Context: an optimization exercise on an open-source flow, tuned for small area, a short achievable clock period and few clock cycles per item. The choices shown serve that exercise and are no tape-out recipe.
Only simulation tests tie the RTL to the original design; equivalence was not proved.
Power figures rest on the tool's default switching activity, not on a simulated workload.

build 51:
Design hacodec, start of the top module:
module hacodec (
    input  wire       clk,
    input  wire       rst,
    input  wire       in_valid,
    output wire       in_ready,
    input  wire [7:0] in_data,
    input  wire       in_last,
    output wire       out_valid,
    input  wire       out_ready,
    output wire [7:0] out_data,
    output wire       out_last
);
Settings: LEC_CHECK=0, ABC_CLOCK_PERIOD_IN_PS=4000, CAP_MARGIN=20, CORE_MARGIN=2, CORE_UTILIZATION=40, CTS_CLUSTER_DIAMETER=100, CTS_CLUSTER_SIZE=20, SETUP_SLACK_MARGIN=5, SLEW_MARGIN=20; clock period 10.0 ns.
standard.sh (not shown) runs the stock make flow with config.mk's settings and CLKGATE_MAP_FILE= SYNTH_SCRIPT=/design/flow/synth_recipe.tcl, a recipe that flattens the netlist after the stock synthesis.
==> flow/flow/run.sh <==
#!/bin/bash
set -euo pipefail
bash standard.sh SYNTH_SCRIPT="$PWD/flow/synth_abc.tcl" SETUP_SLACK_MARGIN=6 MATCH_CELL_FOOTPRINT=0 \
  "BUFFER_PORTS_ARGS=-buffer_cell sky130_fd_sc_hd__buf_4" finish > flow_standard.log 2>&1
==> flow/flow/synth_abc.tcl <==
# synth_recipe.tcl (the standard synthesis) with one change: the technology mapping of the
# combinational logic uses ABC's default script for a liberty mapping (abc -liberty ... -D)
# instead of ORFS's abc_speed.script. Flip-flops are mapped before ABC and are not touched.
proc synth {args} { yosys synth -nofsm -noshare {*}$args }
proc abc {args} {
  set i [lsearch -exact $args -script]
  if {$i >= 0 && [string match *abc_speed.script [lindex $args [expr {$i + 1}]]]} {
    set args [lreplace $args $i [expr {$i + 1}]]
  }
  yosys abc {*}$args
}
source $::env(SCRIPTS_DIR)/synth.tcl
# left out here: clear keep_hierarchy, flatten, clean up, hide names made inside functions, write 1_2_yosys.v
Testbench counts of build 51, summed over its fixed seeds: cycles 248,529, requests 32,000.
The inputs of build 9 differ from those of build 51 as listed below.
==> flow/flow/run.sh <==
#!/bin/bash
set -euo pipefail
bash standard.sh SYNTH_SCRIPT="$PWD/flow/synth_abc.tcl" ADDER_MAP_FILE= SETUP_SLACK_MARGIN=6 MATCH_CELL_FOOTPRINT=0 \
  "BUFFER_PORTS_ARGS=-buffer_cell sky130_fd_sc_hd__buf_4" finish > flow_standard.log 2>&1
==> flow/flow/abc_area_nf.script (new file) <==
strash
ifraig
scorr
dc2
strash
&get -n
&dch -f
&nf
&put
--- a/flow/flow/synth_abc.tcl
+++ b/flow/flow/synth_abc.tcl
@@ -2 +2 @@
-# combinational logic uses ABC's default script for a liberty mapping (abc -liberty ... -D)
+# combinational logic uses flow/abc_area_nf.script (an area-oriented ABC script)
@@ -3,0 +4 @@
+set ::abc_area_script [file join [file dirname [file normalize [info script]]] abc_area_nf.script]
@@ -8 +9 @@
-    set args [lreplace $args $i [expr {$i + 1}]]
+    set args [lreplace $args $i [expr {$i + 1}] -script $::abc_area_script]
Results
- Global-route met1 utilization: build 9 vs build 51 up 2.2 points
- The lower portion of the layout cell area used by clock cells of build 51 and build 9 is in build 51.
- The power per cell area of build 9 is higher than that of build 51.
- For build 51, the destination of the critical timing path was od[5], unlike build 9, where it was ol.
- On area overhead of the layout relative to synthesis, the lower figure sits with build 51, not build 9.
- Looking at standard-cell row count, build 9 sits about 3% below build 51.
Here is what was changed in the inputs of build 16 compared with build 9.
==> flow/flow/run.sh <==
#!/bin/bash
set -euo pipefail
bash standard.sh SYNTH_SCRIPT="$PWD/flow/synth_abc.tcl" SETUP_SLACK_MARGIN=6 MATCH_CELL_FOOTPRINT=0 \
  "BUFFER_PORTS_ARGS=-buffer_cell sky130_fd_sc_hd__buf_4" finish > flow_standard.log 2>&1
--- a/flow/flow/synth_abc.tcl
+++ b/flow/flow/synth_abc.tcl
@@ -2 +2 @@
-# combinational logic uses flow/abc_area_nf.script (an area-oriented ABC script)
+# combinational logic uses ABC's default script for a liberty mapping (abc -liberty ... -D)
@@ -4 +3,0 @@
-set ::abc_area_script [file join [file dirname [file normalize [info script]]] abc_area_nf.script]
@@ -9 +8 @@
-    set args [lreplace $args $i [expr {$i + 1}] -script $::abc_area_script]
+    set args [lreplace $args $i [expr {$i + 1}]]
--- a/flow/config.mk
+++ b/flow/config.mk
@@ -9 +9 @@
-export CAP_MARGIN = 20
+export CAP_MARGIN = 5
@@ -15 +15 @@
-export SLEW_MARGIN = 20
+export SLEW_MARGIN = 5
removed: flow/flow/abc_area_nf.script
Results
Diff build 9 -> build 16: relative area change from synthesis to final layout lost 3.0 points, number of non-clock inverters in the layout picked up an extra 36, share of the synthesized area in compound gates (AO/OA/AOI/OAI) lost 1.2 points, top fanout value on the critical path lost 2, DRC violation total after the first TritonRoute iteration picked up an extra 38. Diff build 9 -> build 16 | die area | increase of 7.1%. For hold slack, build 9 and build 16 come out practically identical. The part of the total power dissipated in combinational logic in build 16 was higher than what build 9 gave. The remaining max-slew budget at the tightest pin of build 16 falls short of that of build 9 by 5.3 points. in -> reg as the startpoint-to-endpoint class of the critical path was reported by build 9, and reg -> reg by build 16. Route | build 16 vs build 9 | wire longer in build 16.
Inputs modified between build 16 and build 40:
==> flow/flow/run.sh <==
#!/bin/bash
set -euo pipefail
bash standard.sh SYNTH_SCRIPT="$PWD/flow/synth_abc.tcl" ADDER_MAP_FILE= SETUP_SLACK_MARGIN=6.75 MATCH_CELL_FOOTPRINT=0 \
  "BUFFER_PORTS_ARGS=-buffer_cell sky130_fd_sc_hd__buf_4" finish > flow_standard.log 2>&1
--- a/flow/config.mk
+++ b/flow/config.mk
@@ -9 +9 @@
-export CAP_MARGIN = 5
+export CAP_MARGIN = 20
@@ -15 +15 @@
-export SLEW_MARGIN = 5
+export SLEW_MARGIN = 20
[summary]
- Result: PASS for each of build 40 and build 16
- Cell area | build 40 vs build 16 | build 40 larger
- The startpoint of the worst setup timing path comes out wp[0] in one run and in_data[4] in the other, namely in build 16 and build 40 respectively.
- Compared with build 16, build 40 shows a lower total power.
- Build 16 → build 40: fraction of the cycle the final worst path needs has decreased, final cell count has increased, first-pass GRT wire length has increased.
For build 82, these inputs were changed with respect to build 40:
==> flow/flow/run.sh <==
#!/bin/bash
set -euo pipefail
bash standard.sh SYNTH_SCRIPT="$PWD/flow/synth_abc.tcl" ADDER_MAP_FILE= SETUP_SLACK_MARGIN=7 MATCH_CELL_FOOTPRINT=0 \
  "BUFFER_PORTS_ARGS=-buffer_cell sky130_fd_sc_hd__buf_4" finish > flow_standard.log 2>&1
Results
- Build 82 completed; timing, DRC and antenna clean
- Diff build 40 -> build 82: ratio of routed vias to standard cells moved down; weighted congestion reported at the end of routability-driven placement level.
- Sequential share of layout area, build 40 and build 82: higher on build 40

re-timing with driven ports:
How much do the figures lean on ideal ports? The routed layouts below were timed once more, with nothing changed but the port constraints.
Step 1 (the two cells are an assumption about what drives the block):
set clk [get_ports {clk}]
set_driving_cell -lib_cell sky130_fd_sc_hd__clkbuf_16 $clk
set_driving_cell -lib_cell sky130_fd_sc_hd__buf_2 [delete_from_list [all_inputs] $clk]
Step 2 adds t to the input delays and takes it off the output delays; t is the mean of the earliest and latest rising clock arrival at the registers after step 1. Input paths then give back, and output paths get back, about the clock's delay inside the block.
Three values: ideal ports, drivers, drivers and shift; two values: the first two.
run | shift t [ns] | slack for setup (ns) | worst data-port slew with drivers (ns)
build 51 | 0.551 | 6.134 / 6.134 / 5.629 | 0.04
build 9 | 0.558 | 6.066 / 6.101 / 5.542 | 0.04
build 16 | 0.555 | 6.102 / 6.102 / 5.652 | 0.04
build 40 | 0.559 | 6.364 / 6.296 / 5.737 | 0.19
build 82 | 0.557 | 6.475 / 6.414 / 5.857 | 0.20
After both steps setup and hold are still met in every run listed. The setup slack of build 40, which loses most, moves by -0.068 ns with the drivers and by -0.627 ns with both steps.
